This is an optimization exercise on Yosys and OpenROAD, whose aim is small area, a short achievable clock period and few clock cycles, not a production implementation. Function was checked by simulation only, so behaviour that the tests miss may differ from the original. No activity file was given, so power comes from the tool's default toggle rates.

--- flow/flow/run.sh ---
#!/bin/bash
# Standard layout, with the setup repair aiming at a tighter slack than the clock needs
# and a clock tree built from larger sink clusters without dummy loads.
set -euo pipefail
export SETUP_SLACK_MARGIN=8.6
export CTS_ARGS="-sink_clustering_enable -repair_clock_nets -sink_clustering_size 35 -sink_clustering_max_diameter 60 -buf_list {sky130_fd_sc_hd__clkbuf_8 sky130_fd_sc_hd__clkbuf_16} -root_buf sky130_fd_sc_hd__clkbuf_16 -balance_levels -dont_use_dummy_load"
bash standard.sh > standard_flow.log 2>&1
--- flow/standard.sh ---
#!/bin/bash
# synth_recipe.tcl (not shown) runs the flow's synth.tcl, then flattens the netlist and writes it again
# the make line also repeats each setting of config.mk as NAME=value (left out here)
make -C /OpenROAD-flow-scripts/flow DESIGN_CONFIG=/design/flow/config.mk WORK_HOME=/design/flow/orfs CLKGATE_MAP_FILE= SYNTH_SCRIPT=/design/flow/synth_recipe.tcl "${@:-finish}"
--- flow/config.mk ---
export PLATFORM = sky130hd
export DESIGN_NAME = fbp_framer_rx
export DESIGN_NICKNAME = fbp_framer_rx
export VERILOG_FILES = /design/flow/design.v
export SDC_FILE = /design/flow/constraint.sdc
export NUM_CORES = 4
export LEC_CHECK = 0
export CAP_MARGIN = 20
export CORE_MARGIN = 2
export CORE_UTILIZATION = 50
export PLACE_DENSITY = 0.65
export SLEW_MARGIN = 20
--- flow/constraint.sdc ---
create_clock -name core_clock -period 12.0 [get_ports {clk}]
set_input_delay 2.4000 -clock core_clock [delete_from_list [all_inputs] [get_ports {clk}]]
set_output_delay 2.4000 -clock core_clock [all_outputs]
set_load 0.01 [all_outputs]
--- flow/design.v ---
module fbp_framer_rx (
    input  wire        clk,
    input  wire        rst,
    input  wire        in_valid,
    input  wire [7:0]  in_data,
    output wire        in_ready,
    output reg         ev_valid,
    output reg  [1:0]  ev_kind,
    output reg  [4:0]  ev_type,
    output reg  [10:0] ev_id,
    output reg  [15:0] ev_meta,
    output reg  [7:0]  ev_len,
    output reg         pl_valid,
    output reg  [7:0]  pl_data,
    output reg         pl_last,
    output reg         busy,
    output reg  [31:0] stat_ignored,
    output reg  [31:0] stat_resync
);
    localparam integer M  = 16;          
    localparam integer K  = 17;          
    localparam integer L  = M * K;       
    localparam integer QD = 4;           
    localparam [2:0] S_SOF1  = 3'd0,
                     S_SOF2  = 3'd1,
                     S_FTYPE = 3'd2,
                     S_DHDR  = 3'd3,
                     S_STORE = 3'd4;
    localparam [1:0] EV_DATA  = 2'd1,
                     EV_LINK  = 2'd2,
                     EV_ERROR = 2'd3;
    localparam [31:0] CRC_RESIDUE = 32'hDEBB20E3;
    function [8:0] padd(input [8:0] x, input [3:0] k);
        reg [9:0] s;
        begin
            s = {1'b0, x} + {6'd0, k};
            padd = (s >= L) ? s - L : s[8:0];
        end
    endfunction
    function [8:0] psub(input [8:0] a, input [8:0] b);
        reg [9:0] s;
        begin
            s = {1'b0, a} - {1'b0, b};
            psub = s[9] ? s + L : s[8:0];
        end
    endfunction
    function [4:0] tapidx(input [8:0] a, input [8:0] t);
        reg [5:0] d;
        begin
            d = {1'b0, a[8:4]} - {1'b0, t[8:4]};
            tapidx = d[5] ? d[4:0] + K : d[4:0];
        end
    endfunction
    function [7:0] lencrc(input [7:0] x);
        reg [7:0] c;
        integer i;
        begin
            c = x;
            for (i = 0; i < 8; i = i + 1)
                c = c[7] ? ((c << 1) ^ 8'hD7) : (c << 1);
            lencrc = c;
        end
    endfunction
    function [31:0] crc32_byte(input [31:0] c_in, input [7:0] d);
        reg [31:0] c;
        integer i;
        begin
            c = c_in ^ {24'd0, d};
            for (i = 0; i < 8; i = i + 1)
                c = c[0] ? ((c >> 1) ^ 32'hEDB88320) : (c >> 1);
            crc32_byte = c;
        end
    endfunction
    function is_link_type(input [4:0] t);
        is_link_type = (t == 5'h0F) || (t == 5'h17) || (t == 5'h1B) ||
                       (t == 5'h1D) || (t == 5'h1E);
    endfunction
    reg  [8*L-1:0] ring;
    reg  [8:0]     tn;           
    reg  [7:0]     in_q;
    reg            vq;
    reg            rdy;
    reg  [8:0]     wp;
    reg  [4:0]     wtap;         
    assign in_ready = rdy;
    wire [8*L-1:0] ring_rot = {ring[7:0], ring[8*L-1:8]};
    integer j;
    reg [8*L-1:0] ring_nx;
    always @* begin
        ring_nx = ring_rot;
        for (j = 0; j < K; j = j + 1)
            if (vq && wtap == j)
                ring_nx[8*((j*M + L - 1) % L) +: 8] = in_q;
    end
    always @(posedge clk)
        ring <= ring_nx;
    function [7:0] tap_rd(input [4:0] t);
        integer k;
        begin
            tap_rd = 8'd0;
            for (k = 0; k < K; k = k + 1)
                if (t == k) tap_rd = ring[8*(k*M) +: 8];
        end
    endfunction
    reg [8:0]  fa;           
    reg        fal;          
    reg [4:0]  ftap;         
    reg        byp;          
    reg [8:0]  rp;           
    reg [7:0]  rb;
    reg        rbv;
    reg [2:0]  state;
    reg [8:0]  sp2;          
    reg [3:0]  n;            
    reg [8:0]  rem;          
    reg        last;         
    reg        is_sync;
    reg [31:0] crc;
    reg        crc_ok;
    reg [1:0]  ign_d;
    reg        err_d;
    reg        d_act;
    reg        dal;
    reg [4:0]  dtap;
    reg [8:0]  d_a;
    reg [7:0]  d_cnt;
    reg        dz;           
    reg [8:0]  q_s [0:QD-1];
    reg [7:0]  q_l [0:QD-1];
    reg [1:0]  q_wr, q_rd;
    reg [2:0]  q_n;
    reg [8:0]  tail_r;
    reg        space_ok;
    reg        rst_q;        
    reg        is_data;      
    reg [4:0]  h_type;       
    reg [10:0] h_id;
    reg [15:0] h_meta;
    reg [7:0]  h_len;
    reg [7:0]  lc_exp;       
    wire b55 = (rb == 8'h55);
    wire b00 = (rb == 8'h00);
    wire [4:0] bt = rb[7:3];
    wire q_full = q_n[2];
    wire stall = rbv && state == S_STORE && last && is_data && q_full;
    wire cons  = rbv && !stall;
    reg [2:0] nx_state;
    reg       nx_sp;             
    reg       do_err, do_jump, do_disp;
    reg [1:0] ign;
    always @* begin
        nx_state = state;
        nx_sp    = 1'b0;
        do_err   = 1'b0;
        do_jump  = 1'b0;
        do_disp  = 1'b0;
        ign      = 2'd0;
        case (state)
            S_SOF1: begin
                if (b55) begin
                    nx_sp = 1'b1; nx_state = S_SOF2;
                end else begin
                    do_err = 1'b1; ign = 2'd1;
                end
            end
            S_SOF2: begin
                if (b00) nx_state = S_FTYPE;
                else if (b55) begin ign = 2'd1; nx_sp = 1'b1; end
                else begin do_err = 1'b1; ign = 2'd2; nx_state = S_SOF1; end
            end
            S_FTYPE: begin
                if (bt == 5'd0) nx_state = S_DHDR;
                else if (is_link_type(bt)) nx_state = S_STORE;
                else begin
                    do_err = 1'b1;
                    if (b55) begin ign = 2'd2; nx_sp = 1'b1; nx_state = S_SOF2; end
                    else begin ign = 2'd3; nx_state = S_SOF1; end
                end
            end
            S_DHDR: begin
                if (n == 4'd5) begin
                    if (rb != lc_exp) begin
                        do_err = 1'b1; ign = 2'd2; do_jump = 1'b1; nx_state = S_SOF1;
                    end else nx_state = S_STORE;
                end
            end
            default: begin
                if (last) begin
                    if (b55 && crc_ok) begin
                        do_disp = 1'b1; nx_sp = 1'b1; nx_state = S_SOF2;
                    end else begin
                        do_err = 1'b1; ign = 2'd2; do_jump = 1'b1; nx_state = S_SOF1;
                    end
                end
            end
        endcase
    end
    wire [7:0] f_tap   = tap_rd(ftap);
    wire       f_ok    = byp ? vq : fal;
    wire       f_load  = (!rbv || cons) && f_ok;
    wire       jump    = cons && do_jump;
    wire       f_take  = f_load && !jump;
    wire [8:0] fa1     = padd(fa, 4'd1);
    wire [7:0] d_tap   = tap_rd(dtap);
    wire       d_rd    = d_act && dal;
    wire       d_done  = d_rd && dz;
    wire       d_free  = !d_act || d_done;
    wire       q_push  = cons && do_disp && is_data;
    wire       q_pop   = d_free && q_n != 3'd0;
    wire [8:0] q_head  = q_s[q_rd];
    wire [8:0] cand_tail = (state == S_DHDR || state == S_STORE) ? sp2 : rp;
    wire [8:0] tail = d_act ? d_a : (q_n != 3'd0) ? q_head : cand_tail;
    wire       acc    = in_valid && rdy;
    wire [3:0] al0    = wp[3:0] + {3'd0, vq} - tn[3:0] - 4'd1;
    wire [3:0] al1    = wp[3:0] + {3'd0, vq} - tn[3:0];
    wire [8:0] wp1    = padd(wp, 4'd1);
    always @(posedge clk)
        rst_q <= rst;
    always @(posedge clk) begin
        begin
            tn   <= padd(tn, 4'd1);
            in_q <= in_data;
            vq   <= acc;
            if (vq) wp <= wp1;
            if (!vq) wtap <= tapidx(wp, tn);
            rdy  <= !rst && space_ok && (acc ? (al1 == 4'd0) : (al0 == 4'd0));
            tail_r   <= tail;
            space_ok <= (psub(wp, tail_r) <= L - 6);
            if (f_load) rb <= byp ? in_q : f_tap;
            rbv <= jump ? 1'b0 : f_take ? 1'b1 : cons ? 1'b0 : rbv;
            if (jump) begin
                fa   <= sp2;
                rp   <= sp2;
                fal  <= (sp2[3:0] == tn[3:0]);
                ftap <= tapidx(sp2, tn);
                byp  <= 1'b0;
            end else if (f_take) begin
                fa   <= fa1;
                rp   <= fa;
                byp  <= vq ? byp : (fa1 == wp);
            end else begin
                fal  <= (fa[3:0] == tn[3:0]);
                ftap <= tapidx(fa, tn);
                byp  <= vq ? 1'b0 : byp;
            end
            stat_ignored <= stat_ignored + {30'd0, ign_d};
            stat_resync  <= stat_resync + {31'd0, err_d};
            ign_d <= 2'd0;
            err_d <= 1'b0;
            ev_valid <= 1'b0;
            ev_type  <= h_type;
            ev_id    <= h_id;
            ev_meta  <= h_meta;
            ev_len   <= h_len;
            ev_kind  <= (cons && do_err) ? EV_ERROR : is_data ? EV_DATA : EV_LINK;
            if (cons) begin
                state <= nx_state;
                if (nx_sp) sp2 <= padd(rp, 4'd2);
                n     <= (n == 4'd8) ? n : n + 4'd1;
                if (nx_state == S_SOF2 || nx_state == S_SOF1) n <= 4'd1;
                if (state == S_SOF2 && b00) n <= 4'd2;
                rem  <= rem - 9'd1;
                last <= (rem == 9'd2);
                if (state == S_FTYPE) begin
                    is_data     <= (rb[7:3] == 5'd0);
                    h_type      <= rb[7:3];
                    h_id[10:8]  <= rb[2:0];
                    crc   <= crc32_byte(32'hFFFFFFFF, rb);
                    rem   <= 9'd6;
                    last  <= 1'b0;
                end else begin
                    crc <= crc32_byte(crc, rb);
                end
                crc_ok <= (crc32_byte(crc, rb) == CRC_RESIDUE);
                if (n == 4'd3) h_id[7:0] <= rb;
                if (n == 4'd4 && state == S_DHDR) begin
                    h_len  <= rb;
                    lc_exp <= lencrc(rb);
                    rem    <= {1'b0, rb} + 9'd9;
                    last   <= 1'b0;
                end
                if (n == 4'd6) h_meta[7:0]  <= rb;
                if (n == 4'd7) h_meta[15:8] <= rb;
                ign_d <= ign;
                if (do_err && is_sync) begin
                    is_sync  <= 1'b0;
                    err_d    <= 1'b1;
                    ev_valid <= !rst;
                end
                if (do_disp) begin
                    is_sync  <= 1'b1;
                    ev_valid <= !rst;
                end
            end
            pl_valid <= d_rd && !rst;
            pl_data  <= d_tap;
            pl_last  <= dz;
            if (q_pop) begin
                d_act <= 1'b1;
                d_a   <= q_head;
                d_cnt <= q_l[q_rd];
                dz    <= (q_l[q_rd] == 8'd0);
                dal   <= (q_head[3:0] == tn[3:0]);
                dtap  <= tapidx(q_head, tn);
                q_rd  <= q_rd + 2'd1;
            end else begin
                if (d_done) d_act <= 1'b0;
                if (d_rd) begin
                    d_a   <= padd(d_a, 4'd1);
                    d_cnt <= d_cnt - 8'd1;
                    dz    <= (d_cnt == 8'd1);
                end else begin
                    dal  <= (d_a[3:0] == tn[3:0]);
                    dtap <= tapidx(d_a, tn);
                end
            end
            q_n <= q_n + {2'd0, q_push} - {2'd0, q_pop};
            if (q_push) begin
                q_s[q_wr] <= padd(sp2, 4'd6);
                q_l[q_wr] <= h_len;
                q_wr      <= q_wr + 2'd1;
            end
            busy <= rst || acc || rbv || f_ok || !byp || vq || (q_n != 3'd0) ||
                    (d_act && !d_done);
        end
        if (rst_q) begin
            tn           <= 9'd1;
            vq           <= 1'b0;
            rdy          <= 1'b0;
            wp           <= 9'd0;
            fa           <= 9'd0;
            fal          <= 1'b0;
            byp          <= 1'b1;
            rp           <= 9'd0;
            rbv          <= 1'b0;
            state        <= S_SOF1;
            is_sync      <= 1'b1;
            ign_d        <= 2'd0;
            err_d        <= 1'b0;
            d_act        <= 1'b0;
            q_n          <= 3'd0;
            q_wr         <= 2'd0;
            q_rd         <= 2'd0;
            space_ok     <= 1'b0;
            tail_r       <= 9'd0;
            ev_valid     <= 1'b0;
            pl_valid     <= 1'b0;
            busy         <= 1'b0;
            stat_ignored <= 32'd0;
            stat_resync  <= 32'd0;
        end
    end
endmodule
==> flow_summary.json, run 1 <==
{
  "grt_util_met2_pct": 28.96,
  "crit_chain": "buf_6",
  "clockPowerShare_pct": 30.1,
  "critPathTopFamily": "flip-flops",
  "r2r_slack_ns": 8.50,
  "worst_slew_pin_slew_ns": 1.074,
  "cp-end-kind": "primary output",
  "avgSynthCellArea_um2": 14.23,
  "ioPinCount": 130,
  "route.detailed.drc": 0,
  "hold_violations": 0,
  "crit_arrival_ns": 1.23,
  "num_vias": 34160,
  "final_nets": 5236,
  "drv_cap": 0,
  "gr-usage-met1_pct": 25.47,
  "htreeDepth": 4,
  "p_total_w": 0.01443,
  "dp_hpwl_um": 86350,
  "grt-busiest-layer": "met2",
  "grt_overflow": 0,
  "status": "timing/DRC/antenna clean",
  "synth_cell_types": 85,
  "clkLatencyLatePin_ns": 0.79,
  "r2r_cells": 12,
  "drt_pass1_iterations": 5,
  "skew_ns": 0.1012,
  "power.switching_w": 0.003246,
  "cp.required_ns": 9.60,
  "p_int_w": 0.01119,
  "io_buffers": 129,
  "start_util_pct": 50.43,
  "fin_cells": 6908,
  "layout_common_cells": "dfxtp_1, nand2_1, nor2_1",
  "syn_to_final_growth_pct": 10.83,
  "setup-violations-final": 0,
  "worst-setup-path-type": "register to primary output",
  "die_h_um": 376.4,
  "path_depth": 1,
  "grt_max_degree": 59,
  "final_common_cell": "dfxtp_1",
  "ys_seq_area_share_pct": 77.77,
  "cts_tree": "done",
  "grt_pass1_wl_um": 196100,
  "hold_depth": 0,
  "slew_headroom_pct": 27.49,
  "ys_seq_elements": 2586,
  "power_density_mw_per_mm2": 187.8,
  "ys_warn_count": 1,
  "clock_tree.root_cell": "clkbuf_16",
  "dieArea_mm2": 0.1417,
  "fin_tns_setup_ns": 0,
  "post_drt_wl_per_cell_um": 18.78,
  "rsz0062_at_grt": "yes",
  "track_usage_pct": 18.26,
  "critPathLaunchType": "register",
  "stdcell_area_mm2": 0.07684,
  "clock.fmax_mhz": 275.6,
  "path_buf_inv": 1,
  "gp_congestion": 0.9239,
  "first_iter_violations": 2501,
  "p_leak_nw": 29.69,
  "final_max_slew_viol_count": 0,
  "critPathMaxFanout": 1,
  "clock-sinks": 2586,
  "fp-row-count": 136,
  "clk_pin_slew_ns": 0.11,
  "coreArea_mm2": 0.1375,
  "post-route-period-util_pct": 30.23,
  "clockBufferDepth": 3,
  "die_width_um": 376.4,
  "antenna_left": 0,
  "use_met3_pct": 2.889,
  "hold_path.class": "register to register",
  "fin_crit_ns": 3.628,
  "crit_path_top_delay_cell": "dfxtp_4",
  "vias_per_cell": 4.945,
  "ir_worst_vdd_uv": 166.2,
  "fillers": 11100,
  "placed_cells": 6683,
  "drive_gt1_share_pct": 13.26,
  "critPathMaxStageDelay_ns": 0.38,
  "synth_area_mm2": 0.06933,
  "drt_wl_total_um": 129700,
  "syn-num-nets": 4996,
  "synth-edff-count": 215,
  "antenna_found_initial": 6,
  "cts-buffers-inserted": 130,
  "switching_share_pct": 22.49,
  "syn_inst": 4874,
  "grt_pass1_vias": 32780,
  "seq_power_share_pct": 61.8,
  "pwr-share-comb_pct": 8.1,
  "async_flop_share_pct": 0,
  "yosys_most_used_dff": "dfxtp_1",
  "dpl-instance-area_mm2": 0.07256
}
-- flip-flops by register name, summed over array words and instances (netlist names), 11 cells and up, named ones only --
| name | flops |
|---|---|
| crc | 32 |
| h_meta | 16 |
| ev_meta | 16 |
| stat_ignored | 32 |
| ring | 2176 |
| q_l | 32 |
| ev_id | 11 |
| h_id | 11 |
| stat_resync | 32 |
| q_s | 36 |
-- synthesized netlist by cell type (8+ instances only) --
library cell / number / share of area, %
nand2b_1: 18 / 0.16
o21ai_0: 169 / 1.2
or3_1: 27 / 0.24
a22oi_1: 9 / 0.097
edfxtp_1: 215 / 9.3
mux2_2: 116 / 1.9
and4_1: 16 / 0.20
a31oi_1: 31 / 0.28
and2_1: 15 / 0.14
a211oi_1: 27 / 0.29
buf_1: 19 / 0.10
mux4_2: 27 / 0.88
ha_1: 102 / 1.8
fa_1: 9 / 0.26
xnor2_1: 206 / 2.6
dfxtp_1: 2371 / 68
o22ai_1: 27 / 0.24
xor2_1: 121 / 1.5
a21oi_1: 145 / 1.0
nor2_1: 240 / 1.3
o211ai_1: 10 / 0.11
clkbuf_1: 105 / 0.57
a21boi_0: 10 / 0.11
mux2i_1: 75 / 1.1
o31ai_1: 10 / 0.11
nor3b_1: 8 / 0.087
nor3_1: 36 / 0.26
nand2_1: 242 / 1.3
inv_1: 119 / 0.64
and3_1: 30 / 0.27
nor2b_1: 25 / 0.23
nand4_1: 22 / 0.20
a21o_1: 23 / 0.25
nor4_1: 24 / 0.22
buf_2: 15 / 0.11
nand3_1: 69 / 0.50
-- final cells by class --
cell class | instances | area, um2 | share of cell area [%]
inverter | 124 | 473.0 | 0.6155
timing repair buffer | 259 | 2312 | 3.009
tap | 1794 | 2245 | 2.921
multi-input combinational | 2013 | 14460 | 18.81
clock buffer | 130 | 3253 | 4.233
sequential | 2586 | 54100 | 70.40
antenna | 2 | 5.005 | 0.006513
-- per-layer routing --
layer  vias up  wire length [um]
met4         0              4298
met3       257              5619
met1     16440             61270
met2       786             58550
li1      16680                 -
met5         -                 0
-- power groups by stage --
| stage | combinational [W] | sequential (W) | clock [W] |
|---|---|---|---|
| floorplan | 0.000836 | 0.00905 | 0 |
| global placement | 0.00114 | 0.00911 | 0 |
| detailed placement | 0.00115 | 0.00911 | 0 |
| CTS | 0.00115 | 0.00891 | 0.00449 |
| global route | 0.00128 | 0.00893 | 0.00479 |
| finish | 0.00117 | 0.00892 | 0.00435 |
-- kinds of logic after synthesis --
| family | Yosys count | synth area share (%) |
|---|---|---|
| flip-flops | 2586 | 77.77 |
| AND/OR/NAND/NOR | 807 | 5.522 |
| AO/OA/AOI/OAI | 539 | 4.744 |
| XOR/XNOR | 338 | 4.438 |
| buffers and inverters | 275 | 1.581 |
| multiplexers | 218 | 3.844 |
| adder cells (fa/ha/maj) | 111 | 2.101 |
-- stage by stage --
| stage | utilization, % | setup slack, ns | hold slack (ns) |
|---|---|---|---|
| final | 55.89 | 8.372 | 0.2214 |
| after detailed placement | 52.78 | 8.115 | 0.3121 |
| after floorplan | - | 8.605 | 0.3096 |
| after global routing | 55.89 | 8.236 | 0.2201 |
| after global placement | 52.78 | 8.142 | 0.3096 |
| after CTS | 55.60 | 8.302 | 0.2147 |
-- worst paths after layout --
path	from	to
worst max-delay path	pl_data[1]	pl_data[1]
worst min-delay path	ring[202]	ring[194]
worst max register to register	fa[1]	byp
worst min register to register	ring[202]	ring[194]
-- timing repair --
item	4_1_cts	5_1_grt
hold buffers	0	0
setup buffers	66	26
endpoints found under the setup margin	228	156
pin swaps	1	3
resized for setup	673	48
Testbench counts, summed over its fixed seeds: cycles 42,455.
==> run 2: changes to the inputs <==
--- a/flow/design.v
+++ b/flow/design.v
@@ -106,7 +106,6 @@
     reg        fal;          
     reg [4:0]  ftap;         
     reg        byp;          
-    reg [8:0]  rp;           
     reg [7:0]  rb;
     reg        rbv;
     reg [2:0]  state;
@@ -125,8 +124,8 @@
     reg [8:0]  d_a;
     reg [7:0]  d_cnt;
     reg        dz;           
+    reg [2:0]  d_ph;         
     reg [8:0]  q_s [0:QD-1];
-    reg [7:0]  q_l [0:QD-1];
     reg [1:0]  q_wr, q_rd;
     reg [2:0]  q_n;
     reg [8:0]  tail_r;
@@ -202,13 +201,14 @@
     wire       f_take  = f_load && !jump;
     wire [8:0] fa1     = padd(fa, 4'd1);
     wire [7:0] d_tap   = tap_rd(dtap);
-    wire       d_rd    = d_act && dal;
-    wire       d_done  = d_rd && dz;
+    wire       d_rd    = d_act && dal;           
+    wire       d_out   = d_rd && d_ph == 3'd0;   
+    wire       d_done  = d_out && dz;
     wire       d_free  = !d_act || d_done;
     wire       q_push  = cons && do_disp && is_data;
     wire       q_pop   = d_free && q_n != 3'd0;
     wire [8:0] q_head  = q_s[q_rd];
-    wire [8:0] cand_tail = (state == S_DHDR || state == S_STORE) ? sp2 : rp;
+    wire [8:0] cand_tail = (state == S_SOF1 || state == S_SOF2) ? fa : sp2;
     wire [8:0] tail = d_act ? d_a : (q_n != 3'd0) ? q_head : cand_tail;
     wire       acc    = in_valid && rdy;
     wire [3:0] al0    = wp[3:0] + {3'd0, vq} - tn[3:0] - 4'd1;
@@ -230,13 +230,11 @@
             rbv <= jump ? 1'b0 : f_take ? 1'b1 : cons ? 1'b0 : rbv;
             if (jump) begin
                 fa   <= sp2;
-                rp   <= sp2;
                 fal  <= (sp2[3:0] == tn[3:0]);
                 ftap <= tapidx(sp2, tn);
                 byp  <= 1'b0;
             end else if (f_take) begin
                 fa   <= fa1;
-                rp   <= fa;
                 byp  <= vq ? byp : (fa1 == wp);
             end else begin
                 fal  <= (fa[3:0] == tn[3:0]);
@@ -255,7 +253,7 @@
             ev_kind  <= (cons && do_err) ? EV_ERROR : is_data ? EV_DATA : EV_LINK;
             if (cons) begin
                 state <= nx_state;
-                if (nx_sp) sp2 <= padd(rp, 4'd2);
+                if (nx_sp) sp2 <= fa1;
                 n     <= (n == 4'd8) ? n : n + 4'd1;
                 if (nx_state == S_SOF2 || nx_state == S_SOF1) n <= 4'd1;
                 if (state == S_SOF2 && b00) n <= 4'd2;
@@ -292,14 +290,13 @@
                     ev_valid <= !rst;
                 end
             end
-            pl_valid <= d_rd && !rst;
+            pl_valid <= d_out && !rst;
             pl_data  <= d_tap;
             pl_last  <= dz;
             if (q_pop) begin
                 d_act <= 1'b1;
                 d_a   <= q_head;
-                d_cnt <= q_l[q_rd];
-                dz    <= (q_l[q_rd] == 8'd0);
+                d_ph  <= 3'd4;
                 dal   <= (q_head[3:0] == tn[3:0]);
                 dtap  <= tapidx(q_head, tn);
                 q_rd  <= q_rd + 2'd1;
@@ -307,8 +304,15 @@
                 if (d_done) d_act <= 1'b0;
                 if (d_rd) begin
                     d_a   <= padd(d_a, 4'd1);
-                    d_cnt <= d_cnt - 8'd1;
-                    dz    <= (d_cnt == 8'd1);
+                    if (d_ph != 3'd0) d_ph <= d_ph - 3'd1;
+                    if (d_ph == 3'd4) begin
+                        d_cnt <= d_tap;
+                        dz    <= (d_tap == 8'd0);
+                    end
+                    if (d_out) begin
+                        d_cnt <= d_cnt - 8'd1;
+                        dz    <= (d_cnt == 8'd1);
+                    end
                 end else begin
                     dal  <= (d_a[3:0] == tn[3:0]);
                     dtap <= tapidx(d_a, tn);
@@ -316,8 +320,7 @@
             end
             q_n <= q_n + {2'd0, q_push} - {2'd0, q_pop};
             if (q_push) begin
-                q_s[q_wr] <= padd(sp2, 4'd6);
-                q_l[q_wr] <= h_len;
+                q_s[q_wr] <= padd(sp2, 4'd2);
                 q_wr      <= q_wr + 2'd1;
             end
             busy <= rst || acc || rbv || f_ok || !byp || vq || (q_n != 3'd0) ||
@@ -331,7 +334,6 @@
             fa           <= 9'd0;
             fal          <= 1'b0;
             byp          <= 1'b1;
-            rp           <= 9'd0;
             rbv          <= 1'b0;
             state        <= S_SOF1;
             is_sync      <= 1'b1;
==> flow/flow/run.sh (replaced) <==
#!/bin/bash
# Standard layout, with the setup repair aiming at a tighter slack than the clock needs
# and a clock tree built from larger sink clusters without dummy loads.
set -euo pipefail
export SETUP_SLACK_MARGIN=8.6
export CTS_ARGS="-sink_clustering_enable -repair_clock_nets -sink_clustering_size 40 -sink_clustering_max_diameter 50 -buf_list {sky130_fd_sc_hd__clkbuf_8 sky130_fd_sc_hd__clkbuf_16} -dont_use_dummy_load"
bash standard.sh > standard_flow.log 2>&1
--- a/flow/config.mk
+++ b/flow/config.mk
@@ -5,6 +5,7 @@
 export SDC_FILE = /design/flow/constraint.sdc
 export NUM_CORES = 4
 export LEC_CHECK = 0
+export ABC_AREA = 1
 export CAP_MARGIN = 20
 export CORE_MARGIN = 2
 export CORE_UTILIZATION = 50
==> run 2 against run 1 <==
Effect of this change: wire length shrank 1.4%; clock power grew 6.2%; power grew 2.1%; die area shrank 3.6%; clock skew shrank 0.0089 ns; count of clock-buffer cells in the layout grew 18; via count grew 2.0%; largest cell class unchanged.
==> flow_summary.json, run 2 <==
{
  "clock-sinks": 2548,
  "yosysMostFrequentCell": "dfxtp_1",
  "die_width_um": 369.6,
  "grt_pass1_wl_um": 192000,
  "final_common_cell": "dfxtp_1",
  "post_drt_wl_per_cell_um": 17.55,
  "async_flop_share_pct": 0,
  "skew_ns": 0.09231,
  "syn-num-nets": 5319,
  "power_density_mw_per_mm2": 196.7,
  "fp-row-count": 134,
  "coreArea_mm2": 0.1331,
  "drt_pass1_iterations": 5,
  "yosys_most_used_dff": "dfxtp_1",
  "die_h_um": 369.6,
  "drv_cap": 0,
  "critPathMaxStageDelay_ns": 0.36,
  "status": "timing/DRC/antenna clean",
  "ys_warn_count": 1,
  "rsz0062_at_grt": "yes",
  "cts_hold_buf": 0,
  "gp_congestion": 0.8905,
  "stdcell_area_mm2": 0.07493,
  "critPathMaxFanout": 4,
  "hold_violations": 0,
  "route.detailed.drc": 0,
  "syn_to_final_growth_pct": 12.12,
  "synth_commonest_cells": "dfxtp_1, nand2_1, inv_1",
  "dieArea_mm2": 0.1366,
  "path_buf_inv": 1,
  "regMostFlops": "ring",
  "worst-setup-path-type": "register to primary output",
  "hold_path.class": "register to register",
  "largest_reg_flops": 2176,
  "setup-violations-final": 0,
  "crit_path_top_delay_cell": "dfxtp_4",
  "final_nets": 5644,
  "cp.required_ns": 9.60,
  "cts-buffers-inserted": 148,
  "clk_pin_slew_ns": 0.12,
  "yosys-top-cells-area": "dfxtp_1, edfxtp_1, nand2_1, o21ai_0, xor2_1",
  "ir_worst_vdd_uv": 134.7,
  "hold_slack_ns": 0.2369,
  "antenna_left": 0,
  "reg_top3": "ring: 2176 flops, q_s: 36 flops",
  "drive_gt1_share_pct": 10.36,
  "critPathTopFamily": "flip-flops",
  "syn_inst": 5197,
  "clkLatencyLatePin_ns": 0.82,
  "crit_chain": "buf_6",
  "dp_hpwl_um": 86190,
  "start_util_pct": 50.20,
  "worst_slew_pin_slew_ns": 1.180,
  "drt_wl_total_um": 127900,
  "post-route-period-util_pct": 30.37,
  "synth_top_area_share_pct": 70.84,
  "synth_cell_types": 64,
  "synth-edff-count": 183,
  "io_buffers": 129,
  "cp-end-kind": "primary output",
  "grt_overflow": 0,
  "final_max_slew_viol_count": 0,
  "synth_area_mm2": 0.06683,
  "dpl-instance-area_mm2": 0.07022,
  "ioPinCount": 130,
  "avgSynthCellArea_um2": 12.86,
  "critPathLaunchType": "register",
  "clock.fmax_mhz": 274.4,
  "num_vias": 34860,
  "ys_seq_elements": 2548,
  "cts_tree": "done",
  "grt_max_degree": 75,
  "ys_seq_area_share_pct": 79.06,
  "clock_tree.root_cell": "clkbuf_16",
  "synth_top_area_cell": "dfxtp_1",
  "slew_headroom_pct": 21.26,
  "track_usage_pct": 18.53,
  "crit_arrival_ns": 1.24,
  "grt_pass1_vias": 32680,
  "antenna_found_initial": 9,
  "p_leak_nw": 29.76,
  "clockBufferDepth": 3,
  "first_iter_violations": 2539,
  "htreeDepth": 4,
  "vias_per_cell": 4.782,
  "layout_common_cells": "dfxtp_1, nand2_1, inv_1",
  "fin_crit_ns": 3.644,
  "fin_tns_setup_ns": 0
}
run 2: power by group:
group	switching [W]	internal [W]	total, W
sequential	0.000103	0.00869	0.00879
combinational	0.000892	0.000434	0.00133
clock	0.00244	0.00218	0.00462
total	0.00343	0.0113	0.0147
run 2: cell type report:
cell class	instances	area (um2)
fill	10910	58190
antenna	2	5.005
sequential	2548	53010
tap	1768	2212
clock buffer	148	3704
multi-input combinational	2210	12410
timing repair buffer	247	2196
inverter	367	1399
run 2: cells by family (layout without fill, tap and decap cells):
family                     Yosys count  count (layout)  share of synthesized area (%)
DFF                               2548            2548                          79.06
and+or+nand+nor                   1313            1313                          8.378
AOI/OAI and AO/OA                  538             538                          4.330
buffers and inverters              439             762                          2.540
xor gates and xnor gates           243             243                          3.432
adders and majority gates          111             111                          2.179
muxes                                5               5                        0.07676
other                                0               2                              0
run 2: path summary, 6_finish.rpt:
check	endpoint	depth (start not counted)	start	slack, ns
setup reg to reg	rb[3]	15	ftap[0]	8.74
setup / recovery	stat_ignored[25]	1	stat_ignored[25]	8.36
hold reg to reg	ring[1722]	0	ring[1730]	0.24
hold / removal	ring[1722]	0	ring[1730]	0.24
run 2: routing by layer:
metal	routed length, um	vias up	global-route usage [%]
met5	13	-	0
met4	3034	2	5.363
met3	6462	198	3.196
met2	56340	866	28.51
met1	62060	16560	26.92
li1	-	17230	-
run 2: through the flow:
stage | cells | utilization (%) | setup slack, ns | total power [W]
4_1_cts | 7264 | 56.01 | 8.288 | 0.01483
5_1_grt | 7288 | 56.29 | 8.289 | 0.01533
3_5_place_dp | 7046 | 52.75 | 8.035 | 0.01025
6_report | 7290 | 56.29 | 8.356 | 0.01474
2_1_floorplan | 5197 | - | 8.668 | 0.009840
3_3_place_gp | 7046 | 52.75 | 8.177 | 0.01023
run 2: what timing repair did:
item,CTS,global route
gates cloned,0,0
resized for setup,687,55
setup endpoints to repair,220,160
setup buffers,70,24
pin swaps,2,2
Testbench counts of run 2, summed over its fixed seeds: cycles 42,615.
==> run 3: changes to the inputs <==
==> flow/flow/run.sh (replaced) <==
#!/bin/bash
# Standard layout, with the setup repair aiming at a tighter slack than the clock needs
# and a clock tree built from larger sink clusters without dummy loads.
set -euo pipefail
export SETUP_SLACK_MARGIN=8.6
export CTS_ARGS="-sink_clustering_enable -repair_clock_nets -sink_clustering_size 35 -sink_clustering_max_diameter 60 -buf_list {sky130_fd_sc_hd__clkbuf_8 sky130_fd_sc_hd__clkbuf_16} -dont_use_dummy_load"
bash standard.sh > standard_flow.log 2>&1
--- a/flow/config.mk
+++ b/flow/config.mk
@@ -6,8 +6,8 @@
 export NUM_CORES = 4
 export LEC_CHECK = 0
 export ABC_AREA = 1
-export CAP_MARGIN = 20
+export CAP_MARGIN = 5
 export CORE_MARGIN = 2
 export CORE_UTILIZATION = 50
 export PLACE_DENSITY = 0.65
-export SLEW_MARGIN = 20
+export SLEW_MARGIN = 5
==> run 3 against run 2 <==
Effect of this change: still clean on timing, DRC and antenna; critical path depth stayed put; clock power fell by 11%; first-iteration DRC count shrank 3.1%; via count down 0.44%; area after synthesis stayed put; synthesized cell count did not move; combinational power about the same; register-to-register slack hardly changed; worst setup slack improved by 0.048 ns; critical path type unchanged; critical endpoint is now pl_data[4]; largest cell class unchanged; highest routed layer unchanged.
==> flow_summary.json, run 3 <==
{
  "r2r_end": "rb[1]",
  "fp-row-count": 134,
  "start_util_pct": 50.20,
  "gp_congestion": 0.8905,
  "highest_layer": "met5",
  "worst-setup-path-type": "register to primary output",
  "clock.fmax_mhz": 278.0,
  "ys_seq_elements": 2548,
  "fin_tns_setup_ns": 0,
  "power_density_mw_per_mm2": 191.7,
  "die_h_um": 369.6,
  "drt_pass1_iterations": 5,
  "fin_crit_ns": 3.597,
  "first_iter_violations": 2460,
  "post-route-period-util_pct": 29.97,
  "regMostFlops": "ring",
  "route.detailed.drc": 0,
  "grt_overflow": 0,
  "synth-edff-count": 183,
  "ys_warn_count": 1,
  "reg_top3": "ring: 2176 flops, q_s: 36 flops",
  "drv_cap": 0,
  "vias_per_cell": 4.780,
  "io_buffers": 129,
  "cts_hold_buf": 0,
  "stdcell_area_mm2": 0.07419,
  "drt_wl_total_um": 126800,
  "ys_seq_area_share_pct": 79.06,
  "hold_violations": 0,
  "skew_ns": 0.1009,
  "syn_inst": 5197,
  "critPathMaxFanout": 1,
  "num_vias": 34700,
  "synth_commonest_cells": "dfxtp_1, nand2_1, inv_1",
  "post_drt_wl_per_cell_um": 17.46,
  "final_common_cell": "dfxtp_1",
  "clock_tree.root_cell": "clkbuf_16",
  "p_int_w": 0.01088,
  "drive_gt1_share_pct": 9.851,
  "syn_to_final_growth_pct": 11.01,
  "yosys_most_used_dff": "dfxtp_1",
  "largest_reg_flops": 2176,
  "wl_met2_um": 55860,
  "final_nets": 5616,
  "wl_met1_um": 61640,
  "dieArea_mm2": 0.1366,
  "grt_pass1_wl_um": 190400,
  "setup-violations-final": 0,
  "track_usage_pct": 18.27,
  "critPathMaxStageDelay_ns": 0.39,
  "grt_max_degree": 75,
  "cp.required_ns": 9.60,
  "antenna_left": 0,
  "r2r_cells": 14,
  "ir_worst_vdd_uv": 166.1,
  "status": "timing/DRC/antenna clean",
  "timing.rr.start": "ftap[0]",
  "cp-end-kind": "primary output",
  "dpl-instance-area_mm2": 0.07022,
  "syn-num-nets": 5319,
  "seq_power_share_pct": 61.8,
  "met3_length_um": 6466,
  "dp_hpwl_um": 86190,
  "critPathTopFamily": "flip-flops",
  "path_depth": 1,
  "coreArea_mm2": 0.1331,
  "critPathCapture": "pl_data[4]",
  "worst_slew_pin_slew_ns": 1.172,
  "die_width_um": 369.6,
  "synth_area_mm2": 0.06683,
  "clockPowerShare_pct": 28.8,
  "layout_common_cells": "dfxtp_1, nand2_1, inv_1",
  "critPathLaunchType": "register",
  "hold_path.class": "register to register",
  "clock-sinks": 2548,
  "crit_arrival_ns": 1.20,
  "antennaDiodeCount": 0,
  "power.switching_w": 0.003340,
  "async_flop_share_pct": 0,
  "slew_headroom_pct": 21.22,
  "clockBufferDepth": 3,
  "grt_pass1_vias": 32280,
  "avgSynthCellArea_um2": 12.86,
  "cts-buffers-inserted": 119,
  "pwr-share-comb_pct": 9.3,
  "yosysMostFrequentCell": "dfxtp_1",
  "crit_path_top_delay_cell": "dfxtp_4",
  "synth_top_area_cell": "dfxtp_1",
  "final_max_slew_viol_count": 0,
  "path_buf_inv": 1,
  "cts_tree": "done",
  "yosys-top-cells-area": "dfxtp_1, edfxtp_1, nand2_1, o21ai_0, xor2_1",
  "clk_pin_slew_ns": 0.11,
  "ioPinCount": 130,
  "crit_chain": "buf_6",
  "synth_top_area_share_pct": 70.84,
  "clkLatencyLatePin_ns": 0.77,
  "r2r_slack_ns": 8.74,
  "antenna_found_initial": 6,
  "rsz0062_at_grt": "yes",
  "synth_cell_types": 64,
  "htreeDepth": 3,
  "switching_share_pct": 23.49,
  "p_leak_nw": 29.41,
  "critPathLaunch": "pl_data[4]"
}
[run 3: cell counts after synthesis]
Identical to the previous run, type by type.
[run 3: power groups by stage]
| stage | Clock, W | Combinational, W | Sequential (W) |
|---|---|---|---|
| final | 0.00410 | 0.00133 | 0.00879 |
| after global routing | 0.00453 | 0.00146 | 0.00881 |
| after CTS | 0.00424 | 0.00129 | 0.00879 |
| after detailed placement | 0 | 0.00127 | 0.00899 |
| after global placement | 0 | 0.00125 | 0.00899 |
| after floorplan | 0 | 0.000904 | 0.00894 |
[run 3: timing repair]
| action | 4_1_cts | 5_1_grt |
|---|---|---|
| setup buffers | 71 | 24 |
| hold endpoints to repair | 0 | 0 |
| endpoints found under the setup margin | 221 | 167 |
| resized for setup | 685 | 53 |
| pin swaps | 2 | 1 |
[run 3: area by class of cell]
cell class	instances	area (um2)
repair buffers	248	2210
well taps	1768	2212
inverters	367	1394
clock buffers	119	2978
multi-input cells	2210	12390
flip-flops and latches	2548	53010
fillers	10980	58930
[run 3: worst min-delay path by stage]
stage / endpoint / cells past startpoint / startpoint
after CTS: ring[842] / 0 / ring[850]
after global routing: ring[522] / 0 / ring[530]
final: ring[526] / 0 / ring[534]
after global placement: ring[1832] / 0 / ring[1840]
after floorplan: ring[0] / 0 / ring[8]
after detailed placement: ring[1895] / 0 / ring[1903]
[run 3: cell families (layout without fill, tap and decap cells)]
| kind of cell | count (synthesis) | count (layout) | synth area share, % |
|---|---|---|---|
| adder cells (fa/ha/maj) | 111 | 111 | 2.179 |
| AO/OA/AOI/OAI | 538 | 538 | 4.330 |
| multiplexers | 5 | 5 | 0.07676 |
| buffers and inverters | 439 | 734 | 2.540 |
| flip-flops | 2548 | 2548 | 79.06 |
| AND/OR/NAND/NOR | 1313 | 1313 | 8.378 |
| XOR/XNOR | 243 | 243 | 3.432 |
[run 3: routing by layer]
metal,global-route usage [%],vias to the layer above
li1,-,17170
met3,2.680,176
met5,0,-
met4,4.972,2
met1,26.85,16480
met2,28.24,883
[run 3: stage by stage]
step	utilization (%)	power, W	instances	setup WS [ns]	hold slack (ns)
after CTS	55.46	0.01432	7236	8.340	0.2417
after global routing	55.73	0.01480	7260	8.351	0.2273
after detailed placement	52.75	0.01025	7046	8.035	0.3121
after floorplan	-	0.009840	5197	8.668	0.3096
final	55.73	0.01422	7260	8.403	0.2399
after global placement	52.75	0.01023	7046	8.177	0.3096
[run 3: worst reg2reg max path: cells and delay by family (launching register included)]
| kind | cells | cell delay [ns] |
|---|---|---|
| AOI/OAI and AO/OA | 3 | 0.58 |
| DFF | 1 | 0.47 |
| and+or+nand+nor | 11 | 1.90 |
==> run 4: changes to the inputs <==
--- a/flow/config.mk
+++ b/flow/config.mk
@@ -6,8 +6,8 @@
 export NUM_CORES = 4
 export LEC_CHECK = 0
 export ABC_AREA = 1
-export CAP_MARGIN = 5
+export CAP_MARGIN = 20
 export CORE_MARGIN = 2
 export CORE_UTILIZATION = 50
 export PLACE_DENSITY = 0.65
-export SLEW_MARGIN = 5
+export SLEW_MARGIN = 20
==> run 4 against run 3 <==
Effect of this change: sequential cell count did not move; die area did not move; via count rose by 0.14%; final cell count did not move; global-route usage did not move; largest power group unchanged; critical path depth did not move; sequential power barely moved; core utilization barely moved; critical endpoint unchanged.
==> flow_summary.json, run 4 <==
{
  "setup-violations-final": 0,
  "critPathMaxStageDelay_ns": 0.39,
  "worst_slew_pin_slew_ns": 1.131,
  "final_common_cell": "dfxtp_1",
  "fin_cells": 7260,
  "post-route-period-util_pct": 29.97,
  "drv_cap": 0,
  "fin_crit_ns": 3.597,
  "track_usage_pct": 18.27,
  "synth_area_mm2": 0.06683,
  "dieArea_mm2": 0.1366,
  "num_vias": 34750,
  "path_depth": 1,
  "clkLatencyLatePin_ns": 0.77,
  "route.detailed.drc": 0,
  "start_util_pct": 50.20,
  "regMostFlops": "ring",
  "cts_hold_buf": 0,
  "fillers": 10980,
  "coreArea_mm2": 0.1331,
  "antennaDiodeCount": 0,
  "grt_pass1_vias": 32280,
  "fin_util_pct": 55.74,
  "p_int_w": 0.01088,
  "rsz0062_at_grt": "yes",
  "largest_reg_flops": 2176,
  "r2r_slack_ns": 8.75,
  "fp-row-count": 134,
  "ys_seq_area_share_pct": 79.06,
  "p_total_w": 0.01422,
  "drt_pass1_iterations": 5,
  "synth_commonest_cells": "dfxtp_1, nand2_1, inv_1",
  "crit_arrival_ns": 1.20,
  "r2r_cells": 14,
  "clock-sinks": 2548,
  "dp_hpwl_um": 86190,
  "die_width_um": 369.6,
  "post_drt_wl_per_cell_um": 17.46,
  "synth_cell_types": 64,
  "critPathLaunch": "pl_data[4]",
  "clk_pin_slew_ns": 0.11,
  "clockBufferDepth": 3,
  "multiInputGateArea_mm2": 0.01240,
  "yosys-top-cells-area": "dfxtp_1, edfxtp_1, nand2_1, o21ai_0, xor2_1",
  "drt_wl_total_um": 126800,
  "first_iter_violations": 2454,
  "power.switching_w": 0.003340,
  "async_flop_share_pct": 0,
  "clockPowerShare_pct": 28.8,
  "ys_seq_elements": 2548,
  "reg_top3": "ring: 2176 flops, q_s: 36 flops",
  "slew_headroom_pct": 24.49,
  "cp-end-kind": "primary output",
  "cts-buffers-inserted": 119,
  "hold_violations": 0,
  "avgSynthCellArea_um2": 12.86,
  "die_h_um": 369.6,
  "power_density_mw_per_mm2": 191.7,
  "worst-setup-path-type": "register to primary output",
  "syn-num-nets": 5319,
  "critPathCapture": "pl_data[4]",
  "antenna_found_initial": 6,
  "htreeDepth": 3,
  "yosysMostFrequentCell": "dfxtp_1",
  "critPathTopFamily": "flip-flops",
  "seq_power_share_pct": 61.8,
  "syn_inst": 5197,
  "cts_tree": "done",
  "drive_gt1_share_pct": 9.869,
  "clock.fmax_mhz": 278.0,
  "switching_share_pct": 23.48,
  "yosys_most_used_dff": "dfxtp_1",
  "p_leak_nw": 29.42,
  "io_buffers": 129,
  "crit_chain": "buf_6",
  "final_max_slew_viol_count": 0,
  "syn_to_final_growth_pct": 11.03,
  "timing.rr.start": "ftap[0]",
  "placed_cells": 7046,
  "vias_per_cell": 4.787,
  "grt-busiest-layer": "met2",
  "ir_worst_vdd_uv": 166.1,
  "critPathLaunchType": "register",
  "layout_common_cells": "dfxtp_1, nand2_1, inv_1",
  "hold_slack_ns": 0.2399,
  "ys_warn_count": 1,
  "grt_max_degree": 75,
  "r2r_end": "rb[1]",
  "register_area_mm2": 0.05301,
  "crit_path_top_delay_cell": "dfxtp_4",
  "grt_overflow": 0,
  "ioPinCount": 130,
  "synth_top_area_cell": "dfxtp_1",
  "synth_top_area_share_pct": 70.84,
  "gr-usage-met1_pct": 26.85,
  "fin_tns_setup_ns": 0,
  "skew_ns": 0.1012,
  "grt_pass1_wl_um": 190400,
  "cp.required_ns": 9.60,
  "synth-edff-count": 183,
  "clock_tree.root_cell": "clkbuf_16",
  "use_met3_pct": 2.680,
  "gp_congestion": 0.8905,
  "final_nets": 5616,
  "antenna_left": 0,
  "path_buf_inv": 1,
  "grt_util_met2_pct": 28.24,
  "status": "timing/DRC/antenna clean",
  "critPathMaxFanout": 1,
  "hold_path.class": "register to register",
  "pwr-share-comb_pct": 9.3
}
==> run 4: cell counts after synthesis <==
No cell type changed its count.
==> run 4: repair_timing <==
| item | in CTS | in global routing |
|---|---|---|
| endpoints found under the setup margin | 221 | 167 |
| pin swaps | 2 | 1 |
| gates resized for setup | 685 | 53 |
| gates cloned | 0 | 0 |
| buffers inserted | 71 | 24 |
==> run 4: stage by stage <==
stage / instance area (um2) / setup WS, ns
final: 74200 / 8.403
after global routing: 74200 / 8.351
after CTS: 73840 / 8.340
after detailed placement: 70220 / 8.035
after global placement: 70220 / 8.177
after floorplan: 66840 / 8.668
==> run 4: area by class of cell <==
type | count | area share [%]
well taps | 1768 | 2.981
clock buffers | 119 | 4.013
flip-flops and latches | 2548 | 71.44
repair buffers | 248 | 2.978
inverters | 367 | 1.878
multi-input cells | 2210 | 16.71
==> run 4: cell families after synthesis <==
kind of cell / Yosys count / share of synthesized area (%)
compound gates: 538 / 4.330
xor+xnor: 243 / 3.432
fa+ha+maj: 111 / 2.179
buf+inv: 439 / 2.540
flops: 2548 / 79.06
mux: 5 / 0.07676
simple gates: 1313 / 8.378
==> run 4: how the worst min path moves through the flow <==
stage,slack [ns],startpoint,end,cells past startpoint
final,0.24,ring[534],ring[526],0
after global routing,0.23,ring[530],ring[522],0
after CTS,0.24,ring[850],ring[842],0
after detailed placement,0.31,ring[1903],ring[1895],0
after global placement,0.31,ring[1840],ring[1832],0
after floorplan,0.31,ring[8],ring[0],0
==> run 4: metal layers <==
layer  share of wire (%)  wire (um)
met2                  44      55850
met4                 2.2       2831
met3                 5.2       6599
met1                  48      61470
met5               0.010         13
==> run 4: power by group through the flow <==
stage / Sequential (W) / Clock [W] / Combinational [W]
after floorplan: 0.00894 / 0 / 0.000904
after detailed placement: 0.00899 / 0 / 0.00127
final: 0.00879 / 0.00410 / 0.00133
after global placement: 0.00899 / 0 / 0.00125
after CTS: 0.00879 / 0.00424 / 0.00129
after global routing: 0.00881 / 0.00453 / 0.00146
==> run 5: changes to the inputs <==
--- a/flow/config.mk
+++ b/flow/config.mk
@@ -8,6 +8,6 @@
 export ABC_AREA = 1
 export CAP_MARGIN = 20
 export CORE_MARGIN = 2
-export CORE_UTILIZATION = 50
-export PLACE_DENSITY = 0.65
+export CORE_UTILIZATION = 65
+export PLACE_DENSITY = 0.78
 export SLEW_MARGIN = 20
==> run 5 against run 4 <==
Effect of this change: still clean; power is 0.50% lower; final cell count is 5.7% lower; non-clock buffer count is 12 lower; first-iteration DRC count is 38% higher; critical path depth stayed put; combinational power hardly changed.
==> flow_summary.json, run 5 <==
{
  "status": "timing/DRC/antenna clean",
  "timing.rr.start": "rb[7]",
  "die_width_um": 324.7,
  "antennaDiodeCount": 0,
  "io_buffers": 129,
  "slew_headroom_pct": 23.10,
  "register_area_mm2": 0.05301,
  "ys_seq_elements": 2548,
  "num_vias": 35290,
  "htreeDepth": 3,
  "path_buf_inv": 1,
  "drt_wl_total_um": 133000,
  "start_util_pct": 65.59,
  "p_leak_nw": 29.31,
  "power_density_mw_per_mm2": 192.7,
  "multiInputGateArea_mm2": 0.01237,
  "hold_slack_ns": 0.2542,
  "avgSynthCellArea_um2": 12.86,
  "ys_warn_count": 1,
  "drt_pass1_iterations": 6,
  "async_flop_share_pct": 0,
  "post_drt_wl_per_cell_um": 19.43,
  "fp-row-count": 117,
  "coreArea_mm2": 0.1019,
  "rsz0062_at_grt": "yes",
  "crit_chain": "buf_6",
  "cp.required_ns": 9.60,
  "grt_max_degree": 76,
  "syn_inst": 5197,
  "final_max_slew_viol_count": 0,
  "antenna_found_initial": 6,
  "cp-end-kind": "primary output",
  "cts-buffers-inserted": 114,
  "drive_gt1_share_pct": 9.571,
  "synth_top_area_share_pct": 70.84,
  "ioPinCount": 130,
  "yosys-top-cells-area": "dfxtp_1, edfxtp_1, nand2_1, o21ai_0, xor2_1",
  "critPathMaxStageDelay_ns": 0.37,
  "wl_met2_um": 62300,
  "reg_top3": "ring: 2176 flops, q_s: 36 flops",
  "gp_congestion": 0.9427,
  "wl_met1_um": 59810,
  "critPathMaxFanout": 1,
  "grt_pass1_wl_um": 200700,
  "r2r_end": "q_n[2]",
  "syn-num-nets": 5319,
  "whs_endpoint": "ring[2109]",
  "hold_path.class": "register to register",
  "met3_length_um": 6599,
  "worst_slew_pin_slew_ns": 1.152,
  "clkLatencyLatePin_ns": 0.75,
  "r2r_cells": 18,
  "ir_worst_vdd_uv": 177.8,
  "yosysMostFrequentCell": "dfxtp_1",
  "yosys_most_used_dff": "dfxtp_1",
  "largest_reg_flops": 2176,
  "worstHoldStart": "ring[2117]",
  "synth_commonest_cells": "dfxtp_1, nand2_1, inv_1",
  "track_usage_pct": 24.86,
  "syn_to_final_growth_pct": 9.905,
  "critPathLaunchType": "register",
  "route.detailed.drc": 0,
  "fillers": 6639,
  "clock_tree.root_cell": "clkbuf_16",
  "clockBufferDepth": 3,
  "vias_per_cell": 5.157,
  "clock-sinks": 2548,
  "cts_tree": "done",
  "antenna_left": 0,
  "critPathTopFamily": "flip-flops",
  "die_h_um": 324.7,
  "cts_hold_buf": 0,
  "worst-setup-path-type": "register to primary output",
  "synth_area_mm2": 0.06683,
  "fin_tns_setup_ns": 0,
  "skew_ns": 0.1126,
  "clock.fmax_mhz": 275.7,
  "synth_cell_types": 64,
  "first_iter_violations": 3388,
  "synth-edff-count": 183,
  "hold_violations": 0,
  "regMostFlops": "ring",
  "dp_hpwl_um": 87050,
  "r2r_slack_ns": 8.65,
  "final_common_cell": "dfxtp_1",
  "fin_crit_ns": 3.627,
  "grt_pass1_vias": 34630,
  "grt_overflow": 0,
  "synth_top_area_cell": "dfxtp_1",
  "final_nets": 5599,
  "crit_path_top_delay_cell": "dfxtp_2",
  "layout_common_cells": "dfxtp_1, nand2_1, inv_1",
  "setup-violations-final": 0,
  "crit_arrival_ns": 1.23,
  "post-route-period-util_pct": 30.22,
  "dieArea_mm2": 0.1054,
  "highest_layer": "met5",
  "drv_cap": 0,
  "ys_seq_area_share_pct": 79.06,
  "hold_depth": 0,
  "clk_pin_slew_ns": 0.12
}
-- run 5: cell count changes in the layout (fill, tap and decap cells not counted), moves of 2 or more --
cell       delta
buf_2         -3
buf_4        -10
buf_6         +3
clkbuf_16     -5
dfxtp_1       -2
dfxtp_2       +3
nor2_1        +4
nor2_4        -3
nor3_1        -2
nor3_2        +2
-- run 5: routing by layer --
metal	up-vias	GRT usage (%)
met1	16870	34.63
met2	1051	40.70
li1	17110	-
met4	4	8.353
met5	-	0
met3	250	3.114
-- run 5: power by group --
| part | total (W) | internal [W] | switching, W |
|---|---|---|---|
| clock | 0.00406 | 0.00169 | 0.00237 |
| sequential | 0.00879 | 0.00869 | 0.000105 |
| combinational | 0.00130 | 0.000427 | 0.000869 |
-- run 5: cells by family after synthesis --
group	after synthesis	synth area share [%]
DFF	2548	79.06
and+or+nand+nor	1313	8.378
AOI/OAI and AO/OA	538	4.330
buffers and inverters	439	2.540
xor gates and xnor gates	243	3.432
adders and majority gates	111	2.179
muxes	5	0.07676
-- run 5: final cells by class --
cell class,instances,share of cell area (%)
timing repair buffer,236,2.884
tap,1368,2.330
clock buffer,114,3.884
inverter,367,1.891
sequential,2548,72.17
multi-input combinational,2210,16.84
-- run 5: worst max-delay path by stage --
stage	startpoint	endpoint	slack, ns	cells after the start
after floorplan	last	q_n[2]	8.67	16
after global placement	rb[5]	fal	8.24	15
after detailed placement	rb[5]	fal	8.06	15
after CTS	pl_data[2]	pl_data[2]	8.32	1
after global routing	rb[4]	q_n[2]	8.33	17
final	pl_data[2]	pl_data[2]	8.37	1
-- run 5: through the flow --
step	power (W)	setup WS, ns	instances	util (%)	cell area, um2
after global routing	0.01463	8.326	6843	72.09	73450
final	0.01415	8.373	6843	72.09	73450
after CTS	0.01419	8.316	6827	71.81	73160
after floorplan	0.009840	8.668	5197	-	66840
after global placement	0.01020	8.244	6642	68.40	69690
after detailed placement	0.01023	8.056	6642	68.41	69700
-- run 5: timing repair --
item                       4_1_cts  5_1_grt
setup endpoints to repair      206      170
pin swaps                        2        1
resized for setup              682       50
setup buffers                   71       16
==> run 6: changes to the inputs <==
--- a/flow/design.v
+++ b/flow/design.v
@@ -78,10 +78,12 @@
     reg  [8*L-1:0] ring;
     reg  [8:0]     tn;           
     reg  [7:0]     in_q;
-    reg            vq;
+    reg            vq;           
     reg            rdy;
     reg  [8:0]     wp;
+    reg            wal;          
     reg  [4:0]     wtap;         
+    wire           wr = vq && wal;
     assign in_ready = rdy;
     wire [8*L-1:0] ring_rot = {ring[7:0], ring[8*L-1:8]};
     integer j;
@@ -89,7 +91,7 @@
     always @* begin
         ring_nx = ring_rot;
         for (j = 0; j < K; j = j + 1)
-            if (vq && wtap == j)
+            if (wr && wtap == j)
                 ring_nx[8*((j*M + L - 1) % L) +: 8] = in_q;
     end
     always @(posedge clk)
@@ -195,7 +197,7 @@
         endcase
     end
     wire [7:0] f_tap   = tap_rd(ftap);
-    wire       f_ok    = byp ? vq : fal;
+    wire       f_ok    = byp ? wr : fal;
     wire       f_load  = (!rbv || cons) && f_ok;
     wire       jump    = cons && do_jump;
     wire       f_take  = f_load && !jump;
@@ -211,19 +213,20 @@
     wire [8:0] cand_tail = (state == S_SOF1 || state == S_SOF2) ? fa : sp2;
     wire [8:0] tail = d_act ? d_a : (q_n != 3'd0) ? q_head : cand_tail;
     wire       acc    = in_valid && rdy;
-    wire [3:0] al0    = wp[3:0] + {3'd0, vq} - tn[3:0] - 4'd1;
-    wire [3:0] al1    = wp[3:0] + {3'd0, vq} - tn[3:0];
+    wire       wal_nx = wr || (wp[3:0] == tn[3:0]);
+    wire       vq_hold = vq && !wr;
     wire [8:0] wp1    = padd(wp, 4'd1);
     always @(posedge clk)
         rst_q <= rst;
     always @(posedge clk) begin
         begin
             tn   <= padd(tn, 4'd1);
-            in_q <= in_data;
-            vq   <= acc;
-            if (vq) wp <= wp1;
-            if (!vq) wtap <= tapidx(wp, tn);
-            rdy  <= !rst && space_ok && (acc ? (al1 == 4'd0) : (al0 == 4'd0));
+            if (acc) in_q <= in_data;
+            vq   <= acc || vq_hold;
+            if (wr) wp <= wp1;
+            wal  <= wal_nx;
+            if (!wr) wtap <= tapidx(wp, tn);
+            rdy  <= !rst && space_ok && (acc ? wal_nx : (!vq_hold || wal_nx));
             tail_r   <= tail;
             space_ok <= (psub(wp, tail_r) <= L - 6);
             if (f_load) rb <= byp ? in_q : f_tap;
@@ -235,11 +238,11 @@
                 byp  <= 1'b0;
             end else if (f_take) begin
                 fa   <= fa1;
-                byp  <= vq ? byp : (fa1 == wp);
+                byp  <= wr ? byp : (fa1 == wp);
             end else begin
                 fal  <= (fa[3:0] == tn[3:0]);
                 ftap <= tapidx(fa, tn);
-                byp  <= vq ? 1'b0 : byp;
+                byp  <= wr ? 1'b0 : byp;
             end
             stat_ignored <= stat_ignored + {30'd0, ign_d};
             stat_resync  <= stat_resync + {31'd0, err_d};
==> flow/flow/run.sh (replaced) <==
#!/bin/bash
# Standard layout, with the setup repair aiming at a tighter slack than the clock needs
# and a clock tree built from larger sink clusters without dummy loads.
set -euo pipefail
export SETUP_SLACK_MARGIN=8.45
export CTS_ARGS="-sink_clustering_enable -repair_clock_nets -sink_clustering_size 35 -sink_clustering_max_diameter 60 -buf_list {sky130_fd_sc_hd__clkbuf_8 sky130_fd_sc_hd__clkbuf_16} -dont_use_dummy_load"
bash standard.sh > standard_flow.log 2>&1
--- a/flow/config.mk
+++ b/flow/config.mk
@@ -8,6 +8,6 @@
 export ABC_AREA = 1
 export CAP_MARGIN = 20
 export CORE_MARGIN = 2
-export CORE_UTILIZATION = 65
-export PLACE_DENSITY = 0.78
+export CORE_UTILIZATION = 50
+export PLACE_DENSITY = 0.65
 export SLEW_MARGIN = 20
==> run 6 against run 5 <==
Effect of this change: still clean on timing, DRC and antenna; non-clock buffer count is 9 lower; die area is 30% higher; worst setup slack better by 0.0065 ns; register-to-register slack worse by 0.08 ns; final cell count is 6.4% higher; core utilization is 17 points lower; first-iteration DRC count is 25% lower; synthesized cell count is 0.94% higher; cell area is 0.69% higher; clock power hardly changed; critical endpoint is now stat_resync[21]; highest routed layer unchanged.
==> flow_summary.json, run 6 <==
{
  "status": "timing/DRC/antenna clean",
  "pre_cts_ws_ns": 7.802,
  "drt_wl_total_um": 124900,
  "skew_ns": 0.09904,
  "clock-sinks": 2549,
  "hold_slack_ns": 0.2541,
  "cts-buffers-inserted": 117,
  "syn_inst": 5246,
  "post-route-period-util_pct": 30.17,
  "reg_top3": "ring: 2176 flops, q_s: 36 flops",
  "ioPinCount": 130,
  "critPathTopFamily": "flip-flops",
  "final_nets": 5632,
  "fillers": 10890,
  "cp-end-kind": "primary output",
  "crit_arrival_ns": 1.22,
  "fin_crit_ns": 3.620,
  "antenna_left": 0,
  "setup_ws_ns": 8.380,
  "hold_violations": 0,
  "ir_worst_vdd_uv": 192.7,
  "synth_commonest_cells": "dfxtp_1, nand2_1, inv_1",
  "crit_chain": "buf_6",
  "cp.required_ns": 9.60,
  "clk_pin_slew_ns": 0.11,
  "path_buf_inv": 1,
  "gp_congestion": 0.9617,
  "power_density_mw_per_mm2": 197.7,
  "die_width_um": 369.7,
  "ys_seq_elements": 2549,
  "syn_to_final_growth_pct": 10.58,
  "yosysMostFrequentCell": "dfxtp_1",
  "clock_tree.root_cell": "clkbuf_16",
  "register_area_mm2": 0.05310,
  "slew_headroom_pct": 31.32,
  "htreeDepth": 3,
  "critPathLaunchType": "register",
  "regMostFlops": "ring",
  "coreArea_mm2": 0.1331,
  "worst_slew_pin_slew_ns": 1.029,
  "setup-violations-final": 0,
  "start_util_pct": 50.24,
  "clockBufferDepth": 3,
  "avgSynthCellArea_um2": 12.75,
  "fp-row-count": 134,
  "critPathMaxFanout": 5,
  "crit_path_top_delay_cell": "dfxtp_4",
  "grt_overflow": 0,
  "critPathMaxStageDelay_ns": 0.37,
  "async_flop_share_pct": 0,
  "drive_gt1_share_pct": 9.048,
  "route.detailed.drc": 0,
  "yosys_most_used_dff": "dfxtp_1",
  "final_common_cell": "dfxtp_1",
  "layout_common_cells": "dfxtp_1, nand2_1, inv_1",
  "vias_per_cell": 4.764,
  "post_drt_wl_per_cell_um": 17.14,
  "rsz0062_at_grt": "yes",
  "grt_pass1_vias": 32710,
  "synth_cell_types": 62,
  "yosys-top-cells-area": "dfxtp_1, edfxtp_1, nand2_1, o21ai_0, inv_1",
  "ys_warn_count": 1,
  "p_leak_nw": 29.55,
  "dp_hpwl_um": 85310,
  "largest_reg_flops": 2176,
  "final_max_slew_viol_count": 0,
  "ys_seq_area_share_pct": 79.15,
  "clkLatencyLatePin_ns": 0.77,
  "drv_cap": 0,
  "grt_pass1_wl_um": 189500,
  "synth_area_mm2": 0.06688,
  "num_vias": 34700,
  "fin_tns_setup_ns": 0,
  "synth_top_area_cell": "dfxtp_1",
  "multiInputGateArea_mm2": 0.01222,
  "syn-num-nets": 5361,
  "die_h_um": 369.7,
  "dieArea_mm2": 0.1367,
  "clock.fmax_mhz": 276.2,
  "synth-edff-count": 191,
  "synth_top_area_share_pct": 70.58,
  "grt_max_degree": 66,
  "io_buffers": 129,
  "antenna_found_initial": 7,
  "cts_hold_buf": 0,
  "hold_path.class": "register to register",
  "worst-setup-path-type": "register to primary output",
  "first_iter_violations": 2550,
  "track_usage_pct": 18.06,
  "drt_pass1_iterations": 7,
  "cts_tree": "done"
}
-- run 6: final timing paths --
check | to | slack [ns] | start | cells past startpoint
setup / recovery | stat_resync[21] | 8.38 | stat_resync[21] | 1
hold / removal | ring[1902] | 0.25 | ring[1910] | 0
setup reg to reg | rb[0] | 8.57 | ftap[4] | 11
hold reg to reg | ring[1902] | 0.25 | ring[1910] | 0
-- run 6: layer usage --
layer,routed length [um],global-route usage (%),up-vias
li1,-,-,17250
met1,59790,25.60,16380
met2,54940,28.03,819
met3,5677,2.785,251
met4,4427,6.832,4
met5,30,0,-
-- run 6: where the power goes --
group	leakage (nW)	internal [W]	switching, W	total, W
combinational	7.27	0.000555	0.00108	0.00164
clock	1.44	0.00173	0.00235	0.00408
sequential	20.8	0.00877	0.000129	0.00890
-- run 6: timing repair --
action | 4_1_cts | 5_1_grt
setup endpoints to repair | 153 | 194
hold endpoints to repair | 0 | 0
gates resized for setup | 682 | 25
gates cloned | 0 | 1
pin swaps | 1 | 0
buffers inserted | 63 | 11
-- run 6: cell families (layout without fill, tap and decap cells) --
logic type	Yosys count	in the layout	synth area share [%]
buf+inv	462	731	2.632
flops	2549	2549	79.15
fa+ha+maj	104	104	2.035
compound gates	541	541	4.346
other cells	0	1	0
mux	5	5	0.07670
xor+xnor	221	221	3.046
simple gates	1364	1364	8.712
-- run 6: layout make-up --
cell class                 count  share of cell area, %
sequential                  2549                  71.80
tap                         1768                  2.991
antenna                        1               0.003383
inverter                     386                  1.966
timing repair inverter         1               0.006767
multi-input combinational   2235                  16.53
clock buffer                 117                  3.959
timing repair buffer         227                  2.744
-- run 6: metrics by stage --
stage / std cells / utilization [%] / total power (W) / instance area (um2)
floorplan: 5246 / - / 0.01021 / 66890
global placement: 7091 / 52.79 / 0.01069 / 70270
detailed placement: 7091 / 52.79 / 0.01071 / 70270
CTS: 7271 / 55.43 / 0.01472 / 73780
global route: 7283 / 55.56 / 0.01524 / 73960
finish: 7284 / 55.56 / 0.01462 / 73960
Testbench counts of run 6, summed over its fixed seeds: cycles 42,615.

re-timing with driven ports:
The results above use ideal ports. As a check the final layouts listed here were re-extracted and re-timed, cells and wires unchanged.
Step 1, drivers: a clkbuf_16 drives clk and a buf_2 each remaining input, both assumed.
Step 2 adds t to the input delays and takes it off the output delays; t is the mean of the earliest and latest rising clock arrival at the registers after step 1. Input paths then give back, and output paths get back, about the clock's delay inside the block.
a / b / c = ideal / step 1 / step 2; a / b = the first two.
| run | t (ns) | setup WS [ns] | hold slack, ns | worst setup path after step 2 | worst slew at a driven data input, ns |
|---|---|---|---|---|---|
| run 1 | 0.815 | 8.372 / 8.295 / 8.111 | 0.221 / 0.221 / 0.221 | input to register | 0.04 |
| run 2 | 0.833 | 8.356 / 8.281 / 8.264 | 0.237 / 0.237 / 0.237 | input to register | 0.06 |
| run 3 | 0.788 | 8.403 / 8.328 / 8.243 | 0.240 / 0.240 / 0.240 | input to register | 0.06 |
| run 4 | 0.788 | 8.403 / 8.328 / 8.241 | 0.240 / 0.240 / 0.240 | input to register | 0.06 |
| run 5 | 0.768 | 8.373 / 8.300 / 8.249 | 0.254 / 0.254 / 0.254 | input to register | 0.05 |
| run 6 | 0.800 | 8.380 / 8.302 / 8.155 | 0.254 / 0.254 / 0.254 | input to register | 0.12 |
After both steps setup and hold are still met in every run listed. For run 1, which loses most, drivers alone change the setup slack by -0.077 ns; drivers and shift together by -0.261 ns.
